What follows belongs to an exercise in optimizing a design on an open flow for small area, a short achievable clock period and few clock cycles; a production flow would make more cautious choices. The RTL was checked by simulation tests, not by an equivalence proof against the original design.

==> design/flow/design.v <==
module ds32_div10 #(parameter W = 31) (
    input  wire [W-1:0] x,
    output wire [W-1:0] q
);
    assign q = x / 10;
endmodule
module ds32_div100 #(parameter W = 27) (
    input  wire [W-1:0] x,
    output wire [W-1:0] q
);
    assign q = x / 100;
endmodule
module ds32_mod10 #(parameter W = 27) (
    input  wire [W-1:0] x,
    output reg  [3:0]   r
);
    wire [31:0] xp = {{(32-W){1'b0}}, x};
    wire [4:0]  s01 = xp[3:0]   + xp[7:4];
    wire [4:0]  s23 = xp[11:8]  + xp[15:12];
    wire [4:0]  s45 = xp[19:16] + xp[23:20];
    wire [4:0]  s67 = xp[27:24] + xp[31:28];
    wire [5:0]  s03 = s01 + s23;
    wire [5:0]  s47 = s45 + s67;
    wire [6:0]  s   = s03 + s47;
    reg  [2:0]  r5;
    always @* begin
        r5 = s % 5;
        r  = (r5[0] == x[0]) ? {1'b0, r5} : {1'b0, r5} + 4'd5;
    end
endmodule
module ds32_decode (
    input  wire [31:0]       w,
    output wire              s,
    output reg  [26:0]       m,
    output reg  signed [8:0] e,
    output wire [23:0]       tm,     
    output wire              rb      
);
    wire [5:0]  E = w[30:25];
    wire [24:0] F = w[24:0];
    assign s = w[31];
    wire regA = (E >= 6'd14) && (E <= 6'd49);
    assign rb = ~regA;
    wire [5:0] z = E - 6'd14;
    reg  [1:0] bk;
    reg  [3:0] zq;
    always @* begin
        bk = z % 3;
        zq = z / 3;
    end
    reg  [1:0]  d;
    reg  [23:0] t;
    always @* begin
        if (F >= 25'd30000000)      begin d = 2'd3; t = F - 25'd30000000; end
        else if (F >= 25'd20000000) begin d = 2'd2; t = F - 25'd20000000; end
        else if (F >= 25'd10000000) begin d = 2'd1; t = F - 25'd10000000; end
        else                        begin d = 2'd0; t = F[23:0]; end
    end
    assign tm = t;
    wire [29:0] mp = regA ? {5'd0, F} : {2'b00, F, 3'b000};
    wire [29:0] mq = regA ? 30'd0 : {4'd0, F, 1'b0};
    wire [29:0] mr = regA ? ((bk == 2'd0) ? 30'd10000000 : (bk == 2'd1) ? 30'd40000000 : 30'd70000000) :
                     (d == 2'd3) ? -30'd300000000 : (d == 2'd2) ? -30'd200000000 :
                     (d == 2'd1) ? -30'd100000000 : 30'd0;
    wire [29:0] msum = mp + mq + mr;
    always @* begin
        m = msum[26:0];
        if (regA) begin
            e = $signed({5'd0, zq}) - 9'sd6;
        end else begin
            if (E <= 6'd13)
                e = 9'sd3 * ($signed({3'd0, E}) - 9'sd16) + $signed({7'd0, d});
            else
                e = 9'sd3 * ($signed({3'd0, E}) - 9'sd48) + $signed({7'd0, d});
        end
    end
endmodule
module ds32_arith (
    input  wire        clk,
    input  wire        rst,
    input  wire        in_valid,
    output wire        in_ready,
    input  wire [1:0]  op,         
    input  wire [31:0] a,
    input  wire [31:0] b,
    output reg         out_valid,
    output reg  [31:0] result
);
    localparam OP_ADD = 2'd0, OP_SUB = 2'd1, OP_MUL = 2'd2, OP_DIV = 2'd3;
    localparam U_ADD = 2'd0, U_MUL = 2'd1, U_DIV = 2'd2;
    localparam M_IDLE = 3'd0, M_A = 3'd1, M_1 = 3'd2, M_S = 3'd3, M_F = 3'd4, M_PASS = 3'd5;
    localparam D_IDLE = 3'd0, D_PRE = 3'd1, D_PR2 = 3'd2, D_MUL = 3'd3, D_DIV = 3'd4, D_PASS = 3'd5;
    localparam [30:0] INF_MAG = 31'h7F800000;
    reg              v0;
    reg [1:0]        op0;
    reg              sa, sb;
    reg [26:0]       ma, mb;
    reg signed [8:0] ea, eb;
    reg [23:0]       ta, tb;
    reg              rba, rbb;
    reg [1:0]        rq0, rq1, rq2, rq3;
    reg [2:0]        rq_n;
    reg              ab;          
    reg              as1, as2;    
    reg              ag;          
    reg signed [9:0] ae;
    reg [30:0]       am1;         
    reg [26:0]       ay;          
    reg [3:0]        acnt;        
    reg              bv;
    reg              bs;
    reg signed [9:0] be;
    reg [30:0]       bm;
    reg [2:0]        mst;
    reg              ms, minf;
    reg signed [9:0] me;
    reg [26:0]       mx;          
    reg [26:0]       my;          
    reg [3:0]        mdg;         
    reg [30:0]       mpd;         
    reg [30:0]       mm;          
    reg [3:0]        mcnt;
    reg [2:0]        dst;
    reg              ds, dinf, dflag;
    reg signed [9:0] de;
    reg [26:0]       dx;          
    reg [28:0]       dz3;         
    reg [29:0]       dz5;         
    reg [29:0]       dz7;         
    reg [30:0]       dz9;         
    reg [30:0]       dv;          
    reg [30:0]       dq;          
    reg [3:0]        dcnt;
    reg              n_valid;
    reg              ns_r;
    reg              ninf_r;
    reg signed [9:0] ne_r;
    reg [30:0]       nm_r;
    reg              f_valid;
    reg              fs_r, finf_r, fzero_r;
    reg signed [9:0] fe_r;
    reg [26:0]       fm_r;
    reg [23:0]       fq_r;
    wire [31:0]       b_in = (op == OP_SUB) ? {~b[31], b[30:0]} : b;
    wire              sa_i, sb_i;
    wire [26:0]       ma_i, mb_i;
    wire signed [8:0] ea_i, eb_i;
    wire [23:0]       ta_i, tb_i;
    wire              rba_i, rbb_i;
    ds32_decode u_da (.w(a),    .s(sa_i), .m(ma_i), .e(ea_i), .tm(ta_i), .rb(rba_i));
    ds32_decode u_db (.w(b_in), .s(sb_i), .m(mb_i), .e(eb_i), .tm(tb_i), .rb(rbb_i));
    wire              swap   = (eb > ea);
    wire              s1     = swap ? sb : sa;
    wire              s2     = swap ? sa : sb;
    wire [26:0]       m1     = swap ? mb : ma;
    wire [26:0]       m2     = swap ? ma : mb;
    wire signed [9:0] e1     = swap ? eb : ea;
    wire signed [9:0] e2     = swap ? ea : eb;
    wire              guard  = (ea != eb) && (s1 != s2);
    wire signed [9:0] e1g    = guard ? e1 - 10'sd1 : e1;
    wire signed [9:0] gap    = e1g - e2;
    wire              far    = (gap > 10'sd8);
    wire              sx     = sa ^ sb;
    wire signed [9:0] e_mul  = ea + eb;
    wire signed [9:0] e_div  = ea - eb;
    wire              mul_sw = ~rbb & rba;
    wire [26:0]       mul_x  = mul_sw ? mb : ma;
    wire [26:0]       mul_y  = rbb ? {3'd0, tb} : rba ? {3'd0, ta} : mb;
    wire [3:0]        mul_n  = (rbb | rba) ? 4'd6 : 4'd7;
    wire              dpres  = (dst == D_PRE) || (dst == D_PR2) || (dst == D_MUL);
    wire [26:0]       zs     = dpres ? dx : mb;
    wire [28:0]       zs3    = {zs, 1'b0} + {2'b0, zs};
    wire [29:0]       zs5    = {zs, 2'b0} + {3'b0, zs};
    wire [29:0]       zs7    = {zs, 3'b0} - {3'b0, zs};
    wire [30:0]       zs9    = {1'b0, zs, 3'b0} + {4'b0, zs};
    wire [30:0]       zs10   = {zs5, 1'b0};
    wire              dpre   = (zs10 <= {4'd0, ma});
    wire [26:0] ay_q;
    ds32_div10 #(.W(27)) u_adiv (.x(ay), .q(ay_q));
    wire [26:0] ay_q2;
    ds32_div100 #(.W(27)) u_adiv2 (.x(ay), .q(ay_q2));
    wire        a_sh2  = (acnt[3:1] != 3'd0);
    wire        a_sh1  = (acnt == 4'd1);
    wire        same   = (as1 == as2);
    wire [31:0] add_sd = {1'b0, am1} + (same ? {5'd0, ay} : ~{5'd0, ay}) + {31'd0, ~same};
    wire [31:0] add_rv = {5'd0, ay} - {1'b0, am1};
    wire        add_z  = (add_sd == 32'd0);
    reg  [30:0] add_m;
    reg         add_sg;
    always @* begin
        if (same) begin
            add_m = add_sd[30:0]; add_sg = as1;
        end else if (add_sd[31]) begin
            add_m = add_rv[30:0]; add_sg = as2;
        end else begin
            add_m = add_sd[30:0]; add_sg = add_z ? 1'b0 : as1;
        end
    end
    wire        m_ld  = (mst == M_IDLE) || (mst == M_F) || (mst == M_PASS);
    wire [26:0] my_in = m_ld ? mul_y : my;
    wire [26:0] my_q;
    ds32_div10 #(.W(27)) u_mydiv (.x(my_in), .q(my_q));
    wire [3:0]  my_d;
    ds32_mod10 #(.W(27)) u_myd (.x(my_in), .r(my_d));
    wire [26:0] mx_in  = m_ld ? mul_x : mx;
    wire [3:0]  mdgc   = (!m_ld && mcnt == 4'd1) ? my[3:0] : my_d;
    wire [30:0] x_dg   = (mdgc[3] ? {1'b0, mx_in, 3'b000} : (mdgc[2] ? {2'b0, mx_in, 2'b00} : 31'd0))
                       + (mdgc[1] ? {3'b0, mx_in, 1'b0} : 31'd0)
                       + (mdgc[0] ? {4'b0, mx_in} : 31'd0);
    wire [30:0] m_acc  = mm + mpd;
    wire [30:0] m_q;
    ds32_div10 #(.W(31)) u_mdiv (.x(m_acc), .q(m_q));
    wire [31:0] vv  = {1'b0, dv};
    wire ge1 = vv >= {5'd0, dx};
    wire ge2 = vv >= {4'd0, dx, 1'b0};
    wire ge3 = vv >= {3'd0, dz3};
    wire ge4 = vv >= {3'd0, dx, 2'b0};
    wire ge5 = vv >= {2'd0, dz5};
    wire ge6 = vv >= {2'd0, dz3, 1'b0};
    wire ge7 = vv >= {2'd0, dz7};
    wire ge8 = vv >= {2'd0, dx, 3'b0};
    wire ge9 = vv >= {1'd0, dz9};
    reg  [3:0]  dd;
    reg  [30:0] dzk;
    always @* begin
        if (ge9)      begin dd = 4'd9; dzk = dz9; end
        else if (ge8) begin dd = 4'd8; dzk = {1'b0, dx, 3'b0}; end
        else if (ge7) begin dd = 4'd7; dzk = {1'b0, dz7}; end
        else if (ge6) begin dd = 4'd6; dzk = {1'b0, dz3, 1'b0}; end
        else if (ge5) begin dd = 4'd5; dzk = {1'b0, dz5}; end
        else if (ge4) begin dd = 4'd4; dzk = {2'b0, dx, 2'b0}; end
        else if (ge3) begin dd = 4'd3; dzk = {2'b0, dz3}; end
        else if (ge2) begin dd = 4'd2; dzk = {3'b0, dx, 1'b0}; end
        else if (ge1) begin dd = 4'd1; dzk = {4'b0, dx}; end
        else          begin dd = 4'd0; dzk = 31'd0; end
    end
    wire [30:0] dw     = dv - dzk;                      
    wire [30:0] dv_n   = {dw[27:0], 3'b000} + {dw[29:0], 1'b0};
    wire [30:0] q_fin  = {dq[27:0], 3'b000} + {dq[29:0], 1'b0} + {27'd0, dd};
    wire [30:0] n_q;
    ds32_div10 #(.W(31)) u_ndiv (.x(nm_r), .q(n_q));
    wire m_zero  = (nm_r == 31'd0);
    wire m_big   = (nm_r > 31'd99999999);
    wire m_small = (nm_r < 31'd10000000) && (ne_r > -10'sd48);
    wire e_low   = (ne_r < -10'sd48);
    wire n_x10   = m_small && (nm_r >= 31'd1000000);       
    wire [30:0] nm10 = {nm_r[27:0], 3'b000} + {nm_r[29:0], 1'b0};
    wire n_done  = n_valid && (ninf_r || m_zero || n_x10 || !(m_big || m_small || e_low));
    reg  [31:0] enc_word;
    wire        fb2  = (fm_r >= 27'd70000000);
    wire        fb1  = (fm_r >= 27'd40000000);
    wire [26:0] fa   = fm_r - (fb2 ? 27'd70000000 : fb1 ? 27'd40000000 : 27'd10000000);
    wire [6:0]  u    = fe_r[6:0] + 7'd48;    
    reg  [4:0]  u_q3;
    reg  [1:0]  u_r3;
    always @* begin
        u_q3 = u / 3;
        u_r3 = u % 3;
    end
    wire [5:0]  e3   = fe_r[5:0] + {fe_r[4:0], 1'b0};
    always @* begin
        if (fe_r >= -10'sd6 && fe_r <= 10'sd5) begin
            enc_word = {fs_r, 6'd32 + e3 + {4'd0, fb2, fb1 & ~fb2}, fa[24:0]};
        end else begin
            enc_word = {fs_r, ~fe_r[9], u_q3, (u_r3 == 2'd2 ? 25'd20000000 : u_r3 == 2'd1 ? 25'd10000000 : 25'd0) + {1'b0, fq_r}};
        end
    end
    wire overflow = (fe_r > 10'sd47) || (fe_r == 10'sd47 && fm_r > 27'd50000000);
    wire a_fin  = ab && (acnt == 4'd0) && !ag;
    wire m_fin  = (mst == M_F) || (mst == M_PASS);
    wire d_fin  = (dst == D_DIV && dcnt == 4'd1) || (dst == D_PASS);
    wire n_free = !n_valid || n_done;
    wire h_rdy  = (rq_n != 3'd0) &&
                  ((rq0 == U_ADD) ? (bv || a_fin) : (rq0 == U_MUL) ? m_fin : d_fin);
    wire hand   = h_rdy && n_free;
    wire a_hand = hand && (rq0 == U_ADD);
    wire m_hand = hand && (rq0 == U_MUL);
    wire d_hand = hand && (rq0 == U_DIV);
    reg [30:0]       h_m;
    reg              h_s, h_inf;
    reg signed [9:0] h_e;
    always @* begin
        case (rq0)
            U_ADD:   begin h_m = bv ? bm : add_m; h_s = bv ? bs : add_sg; h_e = bv ? be : ae; h_inf = 1'b0; end
            U_MUL:   begin h_m = (mst == M_PASS) ? 31'd0 : m_acc; h_s = ms; h_e = me; h_inf = (mst == M_PASS) && minf; end
            default: begin h_m = (dst == D_PASS) ? 31'd0 : q_fin; h_s = ds; h_e = de; h_inf = (dst == D_PASS) && dinf; end
        endcase
    end
    wire a_hand_u = a_hand && !bv;
    wire a_park   = a_fin && !a_hand_u && (!bv || a_hand);
    wire a_free   = !ab || a_hand_u || a_park;
    wire m_free = (mst == M_IDLE) || m_hand;
    wire d_free = (dst == D_IDLE) || d_hand;
    wire is_add = !op0[1];
    wire is_mul = (op0 == OP_MUL);
    wire is_div = (op0 == OP_DIV);
    wire disp   = v0 && (is_add ? a_free : is_mul ? m_free : d_free);
    wire a_go   = disp && is_add;
    wire m_go   = disp && is_mul;
    wire d_go   = disp && is_div;
    assign in_ready = !v0 || disp;
    wire take   = in_ready && in_valid;
    wire [1:0] u_id = is_add ? U_ADD : is_mul ? U_MUL : U_DIV;
    always @(posedge clk) begin
        if (rst) begin
            v0        <= 1'b0;
            rq_n      <= 3'd0;
            ab        <= 1'b0;
            bv        <= 1'b0;
            mst       <= M_IDLE;
            dst       <= D_IDLE;
            n_valid   <= 1'b0;
            f_valid   <= 1'b0;
            out_valid <= 1'b0;
        end else begin
            out_valid <= f_valid;
            if (f_valid)
                result <= finf_r ? {fs_r, INF_MAG} : fzero_r ? {fs_r, 31'd0} :
                          overflow ? {fs_r, INF_MAG} : enc_word;
            f_valid <= n_done;
            if (n_done) begin
                fs_r    <= ns_r;
                finf_r  <= ninf_r;
                fzero_r <= m_zero;
                fe_r    <= n_x10 ? ne_r - 10'sd1 : ne_r;
                fm_r    <= n_x10 ? nm10[26:0] : nm_r[26:0];
                fq_r    <= n_x10 ? nm_r[23:0] : n_q[23:0];
            end
            if (hand) begin
                n_valid <= 1'b1;
                nm_r    <= h_m;
                ns_r    <= h_s;
                ne_r    <= h_e;
                ninf_r  <= h_inf;
            end else if (n_done) begin
                n_valid <= 1'b0;
            end else if (n_valid) begin
                if (m_big || e_low) begin
                    nm_r <= n_q;
                    ne_r <= ne_r + 10'sd1;
                end else begin
                    nm_r <= nm10;
                    ne_r <= ne_r - 10'sd1;
                end
            end
            if (take) begin
                v0  <= 1'b1;
                op0 <= op;
                sa  <= sa_i;  ma <= ma_i;  ea <= ea_i;  ta <= ta_i;  rba <= rba_i;
                sb  <= sb_i;  mb <= mb_i;  eb <= eb_i;  tb <= tb_i;  rbb <= rbb_i;
            end else if (disp) begin
                v0  <= 1'b0;
            end
            if (disp && hand) begin
                case (rq_n)
                    3'd1:    rq0 <= u_id;
                    3'd2:    begin rq0 <= rq1; rq1 <= u_id; end
                    3'd3:    begin rq0 <= rq1; rq1 <= rq2; rq2 <= u_id; end
                    default: begin rq0 <= rq1; rq1 <= rq2; rq2 <= rq3; rq3 <= u_id; end
                endcase
            end else if (disp) begin
                case (rq_n)
                    3'd0:    rq0 <= u_id;
                    3'd1:    rq1 <= u_id;
                    3'd2:    rq2 <= u_id;
                    default: rq3 <= u_id;
                endcase
                rq_n <= rq_n + 3'd1;
            end else if (hand) begin
                rq0  <= rq1;
                rq1  <= rq2;
                rq2  <= rq3;
                rq_n <= rq_n - 3'd1;
            end
            if (a_go) begin
                ab   <= 1'b1;
                as1  <= s1;
                as2  <= s2;
                ae   <= e1g;
                am1  <= {4'd0, m1};
                ag   <= guard;
                ay   <= far ? 27'd0 : m2;
                acnt <= far ? 4'd0 : gap[3:0];
            end else if (a_hand_u || a_park) begin
                ab   <= 1'b0;
            end else begin
                if (ag) begin
                    am1 <= {am1[27:0], 3'b000} + {am1[29:0], 1'b0};
                    ag  <= 1'b0;
                end
                ay   <= ({27{a_sh2}} & ay_q2) | ({27{a_sh1}} & ay_q) | ({27{~(a_sh2 | a_sh1)}} & ay);
                if (a_sh2)      acnt <= acnt - 4'd2;
                else if (a_sh1) acnt <= 4'd0;
            end
            if (a_park) begin
                bv <= 1'b1;
                bm <= add_m;
                bs <= add_sg;
                be <= ae;
            end else if (a_hand && bv) begin
                bv <= 1'b0;
            end
            if (m_go) begin
                ms   <= sx;
                minf <= (e_mul > 10'sd47);
                me   <= e_mul;
                mx   <= mul_x;
                my   <= my_q;
                mpd  <= x_dg;
                mcnt <= mul_n;
                mm   <= 31'd0;
                mst  <= (e_mul < -10'sd48 || e_mul > 10'sd47) ? M_PASS : M_S;
            end else if (m_hand) begin
                mst  <= M_IDLE;
            end else begin
                case (mst)
                M_A: begin
                    mdg <= my_d;
                    my  <= my_q;
                    mst <= M_1;
                end
                M_1: begin
                    mpd <= x_dg;
                    mdg <= my_d;
                    my  <= my_q;
                    mst <= M_S;
                end
                M_S: begin
                    mm   <= m_q;
                    mpd  <= x_dg;
                    my   <= my_q;
                    mcnt <= mcnt - 4'd1;
                    if (mcnt == 4'd1) mst <= M_F;
                end
                default: ;
                endcase
            end
            if (d_go) begin
                ds   <= sx;
                dinf <= 1'b1;
                de   <= e_div;
                dx   <= mb;
                dz3  <= zs3;
                dz5  <= zs5;
                dz7  <= zs7;
                dz9  <= zs9;
                dv   <= {4'd0, ma};
                dq   <= 31'd0;
                dcnt <= 4'd8;
                dst  <= (mb == 27'd0) ? D_PASS : dpre ? D_PRE : D_DIV;
            end else if (d_hand) begin
                dst  <= D_IDLE;
            end else begin
                case (dst)
                D_PRE: begin
                    dflag <= (zs10 <= dv);
                    dst   <= D_PR2;
                end
                D_PR2: begin
                    if (dflag) begin
                        dx  <= zs10[26:0];
                        de  <= de + 10'sd1;
                        dst <= D_PRE;
                    end else begin
                        dst <= D_MUL;
                    end
                end
                D_MUL: begin
                    dz3 <= zs3;
                    dz5 <= zs5;
                    dz7 <= zs7;
                    dz9 <= zs9;
                    dst <= D_DIV;
                end
                D_DIV: begin
                    if (dcnt != 4'd1) begin
                        dv   <= dv_n;
                        dq   <= q_fin;
                        dcnt <= dcnt - 4'd1;
                    end
                end
                default: ;
                endcase
            end
        end
    end
endmodule
==> design/flow/run.sh <==
#!/bin/bash
# synth_recipe.tcl (not shown) runs the flow's synth.tcl, then flattens the netlist and writes it again
# the make line also repeats each setting of config.mk as NAME=value (left out here)
make -C /OpenROAD-flow-scripts/flow DESIGN_CONFIG=/design/flow/config.mk WORK_HOME=/design/flow/orfs CLKGATE_MAP_FILE= SYNTH_SCRIPT=/design/flow/synth_recipe.tcl finish
==> design/flow/config.mk <==
export PLATFORM = sky130hd
export DESIGN_NAME = ds32_arith
export DESIGN_NICKNAME = ds32_arith
export VERILOG_FILES = /design/flow/design.v
export SDC_FILE = /design/flow/constraint.sdc
export NUM_CORES = 4
export LEC_CHECK = 0
export ABC_AREA = 1
export ABC_CLOCK_PERIOD_IN_PS = 5000
export CAP_MARGIN = 20
export CORE_MARGIN = 2
export CORE_UTILIZATION = 40
export SLEW_MARGIN = 20
==> design/flow/constraint.sdc <==
create_clock -name core_clock -period 26.0 [get_ports {clk}]
set_input_delay 5.2000 -clock core_clock [delete_from_list [all_inputs] [get_ports {clk}]]
set_output_delay 5.2000 -clock core_clock [all_outputs]
set_load 0.01 [all_outputs]
==> results of run 1 <==
==> final timing paths <==
kind / to / slack (ns)
setup / recovery: mpd[28] / 9.34
hold / removal: fs_r / 0.42
setup reg to reg: mpd[28] / 9.34
hold reg to reg: fs_r / 0.42
==> state kept, by name, summed over array words and instances, names as in the netlist, 29 cells and up <==
name and count:
dz3 29, dz5 29, result 32, am1 31, bm 31, dq 30
dz9 29, mpd 31, dv 31, nm_r 31
==> logic make-up (layout without fill, tap and decap cells) <==
family,after synthesis,after routing,synth area share (%)
compound gates,2412,2412,17.02
buf+inv,2007,2127,9.366
other cells,1,10,0.004579
flops,750,750,27.32
mux,18,18,0.2200
xor+xnor,625,625,6.766
fa+ha+maj,1062,1062,17.05
simple gates,4164,4164,22.25
==> Yosys cell counts, types with 34 or more instances <==
cell         n  area share [%]
a211oi_1    44            0.40
a21oi_1    852             5.2
a221oi_1    39            0.42
a22oi_1     34            0.31
a31oi_1     53            0.40
clkbuf_1   220             1.0
edfxtp_1   735              27
fa_1        90             2.2
ha_1       972              15
inv_1     1662             7.6
inv_2       51            0.23
nand2_1   2338              11
nand2_2    174             1.3
nand3_1    558             3.4
nand4_1    153             1.2
nor2_1     640             2.9
nor3_1      93            0.57
nor4_1      43            0.33
o211ai_1    80            0.73
o21ai_0    834             5.1
o21ai_1     44            0.27
o21bai_1    88            0.81
o221ai_1    74            0.79
o22ai_1     62            0.47
o31ai_1     34            0.31
xnor2_1    113             1.2
xor2_1     505             5.4
==> routing by layer <==
layer	wire [um]	track usage, %	vias up
li1	-	-	37423
met1	121900	35.19	36167
met2	126100	42.10	2858
met3	22550	4.109	557
met4	14630	11.98	0
met5	0	0	-
==> per-stage QoR <==
stage                     area (um^2)  hold slack (ns)  setup slack [ns]
after floorplan                 81910           0.4003             12.19
after global placement          86090           0.4044             9.469
after detailed placement        86090           0.4093             9.435
after CTS                       89430           0.4069             9.352
after global routing            89470           0.4221             7.538
final                           89480           0.4197             9.338
==> area by class of cell <==
| class | count | area [um^2] |
|---|---|---|
| diodes | 4 | 10.01 |
| clock buffers | 112 | 2492 |
| clock inverters | 65 | 843.3 |
| fillers | 20460 | 114500 |
| inverters | 1745 | 6553 |
| multi-input cells | 8287 | 52040 |
| flip-flops and latches | 750 | 22370 |
| well taps | 2688 | 3363 |
| repair buffers | 205 | 1809 |
==> impl_metrics.csv, run 1 <==
group,metric,value,unit
routing,wl_per_cell,20.58,um
layout,post-route-util,43.87,%
routing,wl,285.1,mm
clocking,cts_setup_buffers,0,
routing,drc,0,
die,boundaryPins,103,
worst_hold_path,holdPathStages,0,
worst_setup_path,cp.depth,81,
routing,dr.first_iter.drc_count,7211,
logic_synthesis,avgSynthCellArea,7.418,um^2
logic_synthesis,ys.warnings.count,3,
worst_setup_path,slowest_stage,"inv_1",
logic_synthesis,synth.distinct_cells,85,
die,die-area,208400,um^2
place,port_buffers,102,
layout,fin_nets,12215,
sta,setup_tns,0,ns
layout,layout-drive-gt1-share,6.082,%
worst_setup_path,crit_fanout,61,
worst_setup_path,worstSetupPathType,"reg -> reg",
clocking,ctsHoldBuffers,0,
logic_synthesis,synth_edf_count,735,
sta,post-route-period-util,64.09,%
clocking,cts.sinks,750,
place,gp_congestion,0.9859,
sta,final_max_slew_viol_count,0,
layout,syn_to_final_growth,9.268,%
sta,max_slew_margin,24.54,%
worst_setup_path,arrival,17.14,ns
worst_setup_path,endpoint_kind,"flop",
layout,mostFrequentLayoutCells,"2334 x nand2_1, 1662 x inv_1, 972 x ha_1",
die,die-width,456.5,um
die,row_count,166,
global_route,first_global_vias,72855,
global_route,grt_pass1_wl,430.0,mm
clocking,clockBufferDepth,3,
routing,viasPerCell,5.558,
routing,first_pass_iters,9,
clocking,clock_latency,0.75,ns
logic_synthesis,synth_seq_cells,750,
clocking,clk_pin_slew_worst_paths,0.06,ns
place,hpwlAfterDp,228.0,mm
worst_hold_path,min_path_type,"reg -> reg",
die,core,204000,um^2
clocking,htreeDepth,3,
global_route,grt_overflow,0,
logic_synthesis,yosysSeqAreaShare,27.32,%
sta,worst_pin_slew,1.128,ns
worst_setup_path,path_buf_inv,17,
die,start_util,40.15,%
clocking,root_buffer,"clkbuf_16",
worst_setup_path,crit_top_cell,"inv_1",
worst_setup_path,max_stage_delay,0.61,ns
logic_synthesis,ys.flop_type,"edfxtp_1",
layout,fin_cells,13856,
worst_setup_path,r2r_start,"mst[1]",
sta,finalHoldViolCount,0,
worst_setup_path,reg2reg_depth,81,
die,die_h,456.5,um
layout,final_common_cell,"nand2_1",
sta,fin_skew,0.02792,ns
sta,clock.fmax,60.02,MHz
outcome,status,"finished clean",
clocking,cts_resized,0,
sta,rsz0062_at_grt,"no",
global_route,grt_max_degree,89,
worst_setup_path,required,26.48,ns
global_route,track_usage,26.42,%
logic_synthesis,syn_inst,11039,
run,cap_violations,0,
place,dpl.cell_count,13674,
worst_hold_path,min_from,"ns_r",
worst_setup_path,critPathLaunchType,"flop",
logic_synthesis,syn_area,81890,um^2
clocking,cts_tree,"done",
logic_synthesis,synth-async-reset-ratio,0,%
worst_setup_path,cp-startpoint,"mst[1]",
global_route,antenna_found_initial,8,
routing,vias,77005,
sta,post-route-min-period,16.66,ns
routing,antenna_left,0,
worst_setup_path,cp_top_family,"compound AO/OA/AOI/OAI gates",
sta,setup_viol,0,
clocking,cts_buffers,95,
Testbench counts, summed over its fixed seeds: cycles 51,729.
==> inputs of run 2 (changes only) <==
--- a/design/flow/design.v
+++ b/design/flow/design.v
@@ -23,7 +23,14 @@
     wire [5:0]  s47 = s45 + s67;
     wire [6:0]  s   = s03 + s47;
+    wire [4:0]  s2 = {2'b00, s[6:4]} + {1'b0, s[3:0]};    
     reg  [2:0]  r5;
     always @* begin
-        r5 = s % 5;
+        case (s2)
+            5'd0, 5'd5, 5'd10, 5'd15, 5'd20: r5 = 3'd0;
+            5'd1, 5'd6, 5'd11, 5'd16, 5'd21: r5 = 3'd1;
+            5'd2, 5'd7, 5'd12, 5'd17:        r5 = 3'd2;
+            5'd3, 5'd8, 5'd13, 5'd18:        r5 = 3'd3;
+            default:                         r5 = 3'd4;
+        endcase
         r  = (r5[0] == x[0]) ? {1'b0, r5} : {1'b0, r5} + 4'd5;
     end
@@ -92,5 +99,9 @@
     localparam D_IDLE = 3'd0, D_PRE = 3'd1, D_PR2 = 3'd2, D_MUL = 3'd3, D_DIV = 3'd4, D_PASS = 3'd5;
     localparam [30:0] INF_MAG = 31'h7F800000;
+    reg              v1;
+    reg [1:0]        op1;
+    reg [31:0]       a1, b1;
     reg              v0;
+    reg [3:0]        d0;          
     reg [1:0]        op0;
     reg              sa, sb;
@@ -132,4 +143,5 @@
     reg [30:0]       dq;          
     reg [3:0]        dcnt;
+    reg              dskip;       
     reg              n_valid;
     reg              ns_r;
@@ -142,5 +154,4 @@
     reg [26:0]       fm_r;
     reg [23:0]       fq_r;
-    wire [31:0]       b_in = (op == OP_SUB) ? {~b[31], b[30:0]} : b;
     wire              sa_i, sb_i;
     wire [26:0]       ma_i, mb_i;
@@ -148,6 +159,10 @@
     wire [23:0]       ta_i, tb_i;
     wire              rba_i, rbb_i;
-    ds32_decode u_da (.w(a),    .s(sa_i), .m(ma_i), .e(ea_i), .tm(ta_i), .rb(rba_i));
-    ds32_decode u_db (.w(b_in), .s(sb_i), .m(mb_i), .e(eb_i), .tm(tb_i), .rb(rbb_i));
+    ds32_decode u_da (.w(a1), .s(sa_i), .m(ma_i), .e(ea_i), .tm(ta_i), .rb(rba_i));
+    ds32_decode u_db (.w(b1), .s(sb_i), .m(mb_i), .e(eb_i), .tm(tb_i), .rb(rbb_i));
+    wire [3:0]        fa_d, fb_d;
+    ds32_mod10 #(.W(25)) u_fad (.x(a1[24:0]), .r(fa_d));
+    ds32_mod10 #(.W(25)) u_fbd (.x(b1[24:0]), .r(fb_d));
+    wire [3:0]        d0_i = (rbb_i | ~rba_i) ? fb_d : fa_d;
     wire              swap   = (eb > ea);
     wire              s1     = swap ? sb : sa;
@@ -202,7 +217,7 @@
     ds32_div10 #(.W(27)) u_mydiv (.x(my_in), .q(my_q));
     wire [3:0]  my_d;
-    ds32_mod10 #(.W(27)) u_myd (.x(my_in), .r(my_d));
+    ds32_mod10 #(.W(27)) u_myd (.x(my), .r(my_d));
     wire [26:0] mx_in  = m_ld ? mul_x : mx;
-    wire [3:0]  mdgc   = (!m_ld && mcnt == 4'd1) ? my[3:0] : my_d;
+    wire [3:0]  mdgc   = m_ld ? d0 : (mcnt == 4'd1) ? my[3:0] : my_d;
     wire [30:0] x_dg   = (mdgc[3] ? {1'b0, mx_in, 3'b000} : (mdgc[2] ? {2'b0, mx_in, 2'b00} : 31'd0))
                        + (mdgc[1] ? {3'b0, mx_in, 1'b0} : 31'd0)
@@ -269,5 +284,6 @@
     wire a_fin  = ab && (acnt == 4'd0) && !ag;
     wire m_fin  = (mst == M_F) || (mst == M_PASS);
-    wire d_fin  = (dst == D_DIV && dcnt == 4'd1) || (dst == D_PASS);
+    wire d_fin  = (dst == D_DIV && (dcnt == 4'd1 || (dcnt == 4'd2 && dskip))) || (dst == D_PASS);
+    wire d_keep = (de >= -10'sd6 && de <= 10'sd5) || (de == 10'sd47);
     wire n_free = !n_valid || n_done;
     wire h_rdy  = (rq_n != 3'd0) &&
@@ -284,5 +300,5 @@
             U_ADD:   begin h_m = bv ? bm : add_m; h_s = bv ? bs : add_sg; h_e = bv ? be : ae; h_inf = 1'b0; end
             U_MUL:   begin h_m = (mst == M_PASS) ? 31'd0 : m_acc; h_s = ms; h_e = me; h_inf = (mst == M_PASS) && minf; end
-            default: begin h_m = (dst == D_PASS) ? 31'd0 : q_fin; h_s = ds; h_e = de; h_inf = (dst == D_PASS) && dinf; end
+            default: begin h_m = (dst == D_PASS) ? 31'd0 : q_fin; h_s = ds; h_e = (dcnt == 4'd2) ? de + 10'sd1 : de; h_inf = (dst == D_PASS) && dinf; end
         endcase
     end
@@ -299,5 +315,6 @@
     wire m_go   = disp && is_mul;
     wire d_go   = disp && is_div;
-    assign in_ready = !v0 || disp;
+    wire mv     = v1 && (!v0 || disp);      
+    assign in_ready = !v1 || mv;
     wire take   = in_ready && in_valid;
     wire [1:0] u_id = is_add ? U_ADD : is_mul ? U_MUL : U_DIV;
@@ -305,4 +322,5 @@
         if (rst) begin
             v0        <= 1'b0;
+            v1        <= 1'b0;
             rq_n      <= 3'd0;
             ab        <= 1'b0;
@@ -345,11 +363,16 @@
             end
             if (take) begin
-                v0  <= 1'b1;
-                op0 <= op;
+                op1 <= op;
+                a1  <= a;
+                b1  <= (op == OP_SUB) ? {~b[31], b[30:0]} : b;
+            end
+            v1 <= take || (v1 && !mv);
+            if (mv) begin
+                op0 <= op1;
+                d0  <= d0_i;
                 sa  <= sa_i;  ma <= ma_i;  ea <= ea_i;  ta <= ta_i;  rba <= rba_i;
                 sb  <= sb_i;  mb <= mb_i;  eb <= eb_i;  tb <= tb_i;  rbb <= rbb_i;
-            end else if (disp) begin
-                v0  <= 1'b0;
             end
+            v0 <= mv || (v0 && !disp);
             if (disp && hand) begin
                 case (rq_n)
@@ -474,5 +497,7 @@
                 end
                 D_DIV: begin
-                    if (dcnt != 4'd1) begin
+                    if (dcnt == 4'd8)
+                        dskip <= (dd != 4'd0) && !d_keep;
+                    if (dcnt != 4'd1 && !(dcnt == 4'd2 && dskip)) begin
                         dv   <= dv_n;
                         dq   <= q_fin;
--- a/design/flow/config.mk
+++ b/design/flow/config.mk
@@ -10,4 +10,4 @@
 export CAP_MARGIN = 20
 export CORE_MARGIN = 2
-export CORE_UTILIZATION = 40
+export CORE_UTILIZATION = 55
 export SLEW_MARGIN = 20
==> impl_metrics.csv, run 2 <==
group,metric,value,unit
run,cap_violations,0,
routing,dr.first_iter.drc_count,8095,
clocking,htreeDepth,3,
logic_synthesis,synth_mux_area_share,0.1975,%
logic_synthesis,synth_top_family_by_area,"simple AND/OR/NAND/NOR gates",
place,gp_congestion,0.9953,
logic_synthesis,synth_fa_ha_area_share,17.24,%
sta,fin_skew,0.03777,ns
logic_synthesis,syn_area,86790,um^2
worst_setup_path,arrival,12.76,ns
sta,finalHoldViolCount,0,
routing,viasPerCell,5.874,
logic_synthesis,syn_inst,11296,
worst_setup_path,required,26.51,ns
global_route,grt_max_degree,90,
clocking,root_buffer,"clkbuf_16",
layout,fin_nets,12557,
clocking,cts_tree,"done",
logic_synthesis,synth_seq_cells,820,
logic_synthesis,ys.warnings.count,4,
clocking,cts_buffers,101,
layout,reg_top3,"a1 x32, b1 x32, result x32",
clocking,cts_resized,0,
sta,max_slew_margin,16.05,%
layout,layout-drive-gt1-share,8.995,%
routing,first_pass_iters,7,
sta,rsz0062_at_grt,"no",
layout,syn_to_final_growth,8.067,%
sta,final_max_slew_viol_count,0,
clocking,clockBufferDepth,3,
global_route,grt_pass1_wl,429.3,mm
layout,final_common_cell,"nand2_1",
global_route,antenna_found_initial,13,
logic_synthesis,yosysMostFrequentCell,"nand2_1",
worst_setup_path,worstSetupPathType,"reg -> reg",
clocking,cts_setup_buffers,0,
worst_hold_path,min_path_type,"reg -> reg",
global_route,first_global_vias,74235,
worst_setup_path,cp_top_family,"simple AND/OR/NAND/NOR gates",
sta,setup_viol,0,
place,port_buffers,102,
outcome,status,"finished clean",
logic_synthesis,synth-simple-area-share,22.61,%
logic_synthesis,synth.area.top_cells,"edfxtp_1 28%, ha_1 14%, nand2_1 9.6%",
logic_synthesis,yosys.area.top_type_share,27.82,%
sta,clock.fmax,81.57,MHz
sta,post-route-period-util,47.15,%
routing,wl,281.3,mm
worst_setup_path,max_stage_delay,0.41,ns
place,hpwlAfterDp,223.8,mm
routing,vias,79402,
logic_synthesis,ys.flop_type,"edfxtp_1",
clocking,clock_latency,0.76,ns
worst_setup_path,path_buf_inv,12,
sta,post-route-min-period,12.26,ns
logic_synthesis,synth.distinct_cells,101,
logic_synthesis,synth_compound_area_share,16.47,%
die,row_count,145,
die,die-area,161000,um^2
logic_synthesis,netlist_top_cells_count,"2230 x nand2_1, 1605 x inv_1, 994 x ha_1",
clocking,ctsHoldBuffers,0,
clocking,cts.sinks,820,
logic_synthesis,avgSynthCellArea,7.683,um^2
die,die-width,401.2,um
die,core,156400,um^2
routing,wl_per_cell,20.81,um
logic_synthesis,yosys.area_share.xor_xnor,6.225,%
clocking,clk_pin_slew_worst_paths,0.06,ns
die,boundaryPins,103,
layout,fillers,14332,
worst_setup_path,slowest_stage,"fa_1",
die,die_h,401.2,um
sta,setup_tns,0,ns
worst_setup_path,crit_fanout,7,
worst_setup_path,reg2reg_slack,13.74,ns
worst_setup_path,crit_top_cell,"nand2_2",
worst_setup_path,endpoint_kind,"flop",
logic_synthesis,synth_edf_count,804,
global_route,track_usage,33.95,%
routing,antenna_left,0,
sta,worst_pin_slew,1.246,ns
logic_synthesis,synth-async-reset-ratio,0,%
place,pre_cts_ws,13.98,ns
logic_synthesis,yosysTopAreaCell,"edfxtp_1",
sta,timing.final.ws_setup,13.74,ns
routing,drc,0,
die,start_util,55.50,%
logic_synthesis,yosysSeqAreaShare,28.19,%
worst_setup_path,critPathLaunchType,"flop",
layout,mostFrequentLayoutCells,"2226 x nand2_1, 1603 x inv_1, 994 x ha_1",
global_route,grt_overflow,0,
==> run 2: changes by cell type in the layout (fill, tap and decap cells not counted), sizes merged, moves of 28 or more <==
cell / previous run / this run
nand2: 2540 / 2614
o211ai: 80 / 152
edfxtp: 735 / 804
nand3: 596 / 641
o21ai: 890 / 849
fa: 90 / 126
a21oi: 854 / 826
==> run 2: cell type report <==
cell class | instances | area [um^2] | share of cell area, %
diodes | 9 | 22.52 | 0.02401
well taps | 2058 | 2575 | 2.745
multi-input cells | 8469 | 54710 | 58.33
clock buffers | 127 | 2688 | 2.865
flip-flops and latches | 820 | 24460 | 26.08
inverters | 1752 | 6636 | 7.076
clock inverters | 59 | 755.7 | 0.8058
repair buffers | 224 | 1944 | 2.073
==> run 2: worst reg2reg max path: cells and delay by family, from the launching register on <==
family | cells | cell delay [ns]
and+or+nand+nor | 102 | 9.62
DFF | 1 | 0.40
buffers and inverters | 12 | 0.71
adders and majority gates | 2 | 0.66
AOI/OAI and AO/OA | 4 | 0.70
==> run 2: per-stage QoR <==
step / cells / instance area [um^2] / hold WS (ns) / util [%]
after floorplan: 11301 / 86810 / 0.4003 / -
after global placement: 13322 / 90290 / 0.4426 / 57.74
after detailed placement: 13322 / 90290 / 0.4417 / 57.74
after CTS: 13508 / 93740 / 0.4565 / 59.94
after global routing: 13509 / 93770 / 0.4819 / 59.96
final: 13518 / 93790 / 0.4620 / 59.97
==> run 2: worst paths after layout <==
check,start,endpoint,cells after the start
setup / recovery,mm[0],mm[0],120
hold / removal,ae[5],be[5],0
setup reg to reg,mm[0],mm[0],120
hold reg to reg,ae[5],be[5],0
==> run 2: metal layers <==
metal,up-vias,global-route usage (%),part of all wire [%]
met5,-,0.7731,0.086
met1,37070,46.54,43
met4,10,13.04,4.2
li1,38540,-,-
met2,3224,52.44,43
met3,558,7.054,8.9
==> run 2: cell families after synthesis <==
group,Yosys count
compound gates,2425
buf+inv,2012
fa+ha+maj,1120
xor+xnor,609
other cells,1
mux,17
simple gates,4292
flops,820
Testbench counts of run 2, summed over its fixed seeds: cycles 50,776.
==> inputs of run 3 (changes only) <==
--- a/design/flow/config.mk
+++ b/design/flow/config.mk
@@ -10,4 +10,4 @@
 export CAP_MARGIN = 20
 export CORE_MARGIN = 2
-export CORE_UTILIZATION = 55
+export CORE_UTILIZATION = 70
 export SLEW_MARGIN = 20
==> impl_metrics.csv, run 3 <==
group,metric,value,unit
outcome,status,"finished clean",
global_route,track_usage,42.44,%
worst_setup_path,arrival,13.03,ns
clocking,cts_resized,0,
layout,final_common_cell,"nand2_1",
global_route,grt_pass1_wl,424.1,mm
worst_setup_path,cp_top_family,"simple AND/OR/NAND/NOR gates",
worst_setup_path,crit_top_cell,"nand2_2",
die,die-area,126800,um^2
place,gp_congestion,1.055,
routing,antenna_left,0,
logic_synthesis,synth_seq_cells,820,
logic_synthesis,synth-async-reset-ratio,0,%
layout,reg_top3,"a1 x32, b1 x32, result x32",
logic_synthesis,ys.warnings.count,4,
clocking,htreeDepth,3,
worst_hold_path,worstHoldEndpoint,"op0[0]",
routing,first_pass_iters,12,
layout,design_area,92870,um^2
logic_synthesis,synth_fa_ha_area_share,17.24,%
logic_synthesis,synth_edf_count,804,
worst_hold_path,min_path_type,"reg -> reg",
place,hpwlAfterDp,215.1,mm
worst_hold_path,min_from,"op1[0]",
clocking,clock_latency,0.75,ns
logic_synthesis,ys.flop_type,"edfxtp_1",
routing,wl_per_cell,21.18,um
worst_setup_path,reg2reg_slack,13.46,ns
worst_setup_path,slowest_stage,"fa_1",
worst_setup_path,endpoint_kind,"flop",
clocking,cts_setup_buffers,0,
global_route,grt_max_degree,112,
clocking,cts.sinks,820,
layout,post-route-util,75.31,%
layout,fillers,9312,
clocking,clk_pin_slew_worst_paths,0.06,ns
sta,fin_skew,0.03707,ns
worst_setup_path,r2r_start,"mpd[0]",
sta,post-route-period-util,48.21,%
routing,viasPerCell,6.310,
logic_synthesis,synth.area.top_cells,"edfxtp_1 28%, ha_1 14%, nand2_1 9.6%",
place,port_buffers,102,
layout,syn_to_final_growth,7.008,%
sta,max_slew_margin,13.73,%
logic_synthesis,yosysTopAreaCell,"edfxtp_1",
logic_synthesis,yosys.area.top_type_share,27.82,%
die,row_count,129,
run,cap_violations,0,
global_route,antenna_found_initial,18,
worst_setup_path,worstSetupPathType,"reg -> reg",
die,die-width,356.1,um
place,place_area,89630,um^2
worst_setup_path,critPathLaunchType,"flop",
worst_hold_path,holdPathStages,0,
routing,drc,0,
sta,timing.final.ws_setup,13.46,ns
die,core,123300,um^2
global_route,first_global_vias,78000,
logic_synthesis,synth.distinct_cells,101,
routing,dr.first_iter.drc_count,10690,
logic_synthesis,avgSynthCellArea,7.683,um^2
sta,post-route-min-period,12.54,ns
die,die_h,356.1,um
logic_synthesis,yosysSeqAreaShare,28.19,%
sta,finalHoldViolCount,0,
sta,setup_tns,0,ns
clocking,root_buffer,"clkbuf_16",
clocking,cts_tree,"done",
worst_setup_path,worstReg2RegEnd,"mm[0]",
logic_synthesis,synth_compound_area_share,16.47,%
sta,worst_pin_slew,1.284,ns
clocking,ctsHoldBuffers,0,
sta,rsz0062_at_grt,"no",
logic_synthesis,yosysMostFrequentCell,"nand2_1",
logic_synthesis,syn_inst,11296,
die,start_util,70.38,%
logic_synthesis,syn_area,86790,um^2
routing,wl,276.8,mm
place,pre_cts_ws,13.78,ns
sta,clock.fmax,79.77,MHz
layout,layout-drive-gt1-share,8.833,%
worst_setup_path,max_stage_delay,0.41,ns
layout,fin_nets,12534,
logic_synthesis,netlist_top_cells_count,"2230 x nand2_1, 1605 x inv_1, 994 x ha_1",
worst_setup_path,reg2reg_depth,114,
logic_synthesis,synth_mux_area_share,0.1975,%
routing,vias,82467,
logic_synthesis,synth_top_family_by_area,"simple AND/OR/NAND/NOR gates",
worst_setup_path,required,26.49,ns
logic_synthesis,synth-simple-area-share,22.61,%
clocking,clockBufferDepth,3,
worst_setup_path,crit_fanout,6,
clocking,cts_buffers,95,
logic_synthesis,yosys.area_share.xor_xnor,6.225,%
worst_setup_path,path_buf_inv,6,
sta,final_max_slew_viol_count,0,
global_route,grt_overflow,0,
layout,mostFrequentLayoutCells,"2227 x nand2_1, 1604 x inv_1, 994 x ha_1",
die,boundaryPins,103,
sta,setup_viol,0,
[run 3: area by class of cell]
| cell class | instances | area [um^2] | area share (%) |
|---|---|---|---|
| Antenna cell | 10 | 25.02 | 0.02694 |
| Clock inverter | 64 | 718.2 | 0.7733 |
| Clock buffer | 111 | 2480 | 2.670 |
| Tap cell | 1637 | 2048 | 2.205 |
| Inverter | 1752 | 6635 | 7.144 |
| Multi-Input combinational cell | 8469 | 54700 | 58.90 |
| Sequential cell | 820 | 24460 | 26.34 |
| Timing Repair Buffer | 207 | 1802 | 1.940 |
[run 3: how the worst max path moves through the flow]
stage,from,to,depth (start not counted)
after global placement,ay[23],ay[0],110
after global routing,mpd[0],mm[0],116
after floorplan,rst,d0[0],2
final,mpd[0],mm[0],114
after detailed placement,mpd[0],mm[0],118
after CTS,mpd[0],mm[0],116
[run 3: through the flow]
stage / instances / hold WS [ns]
detailed placement: 12884 / 0.4196
global route: 13060 / 0.4422
CTS: 13059 / 0.4356
global placement: 12884 / 0.4134
finish: 13070 / 0.4437
floorplan: 11301 / 0.4003
[run 3: logic make-up after synthesis]
family	after synthesis
flip-flops	820
AND/OR/NAND/NOR	4292
multiplexers	17
adder cells (fa/ha/maj)	1120
buffers and inverters	2012
AO/OA/AOI/OAI	2425
other	1
XOR/XNOR	609
[run 3: worst reg2reg max path: cells and delay by family (launching register included)]
kind | cells | cell delay (ns)
buffers and inverters | 6 | 0.36
AO/OA/AOI/OAI | 4 | 0.72
AND/OR/NAND/NOR | 102 | 10.15
flip-flops | 1 | 0.40
adder cells (fa/ha/maj) | 2 | 0.68
[run 3: per-layer routing]
| layer | GRT usage (%) | up-vias | routed length, um |
|---|---|---|---|
| li1 | - | 38458 | - |
| met1 | 53.68 | 38026 | 104100 |
| met2 | 65.65 | 4818 | 119300 |
| met3 | 10.88 | 1147 | 33220 |
| met4 | 25.18 | 18 | 19950 |
| met5 | 0 | - | 247 |

[re-timing with driven ports]
Ports are ideal in the flow. The routed layouts listed here were re-timed in OpenROAD.
Step 1, drivers: a clkbuf_16 drives clk and a buf_2 each remaining input, both assumed.
Step 2 moves the port delays by t, midway between the first and last clock arrival at a register: inputs arrive t later, outputs are due t later. That takes back most of the time a late clock gives input paths.
Slacks: no drivers / after step 1 / after step 2; pairs: no drivers / after step 1.
run | t (ns) | setup WS [ns] | clock arrival spread, ns | worst register clock-pin slew, ns
run 1 | 0.820 | 9.338 / 9.338 / 9.338 | 0.033 / 0.033 | 0.07 / 0.07
run 2 | 0.833 | 13.741 / 13.710 / 13.741 | 0.038 / 0.039 | 0.07 / 0.07
run 3 | 0.819 | 13.464 / 13.464 / 13.464 | 0.039 / 0.039 | 0.08 / 0.08
After both steps every run listed still meets setup and hold.
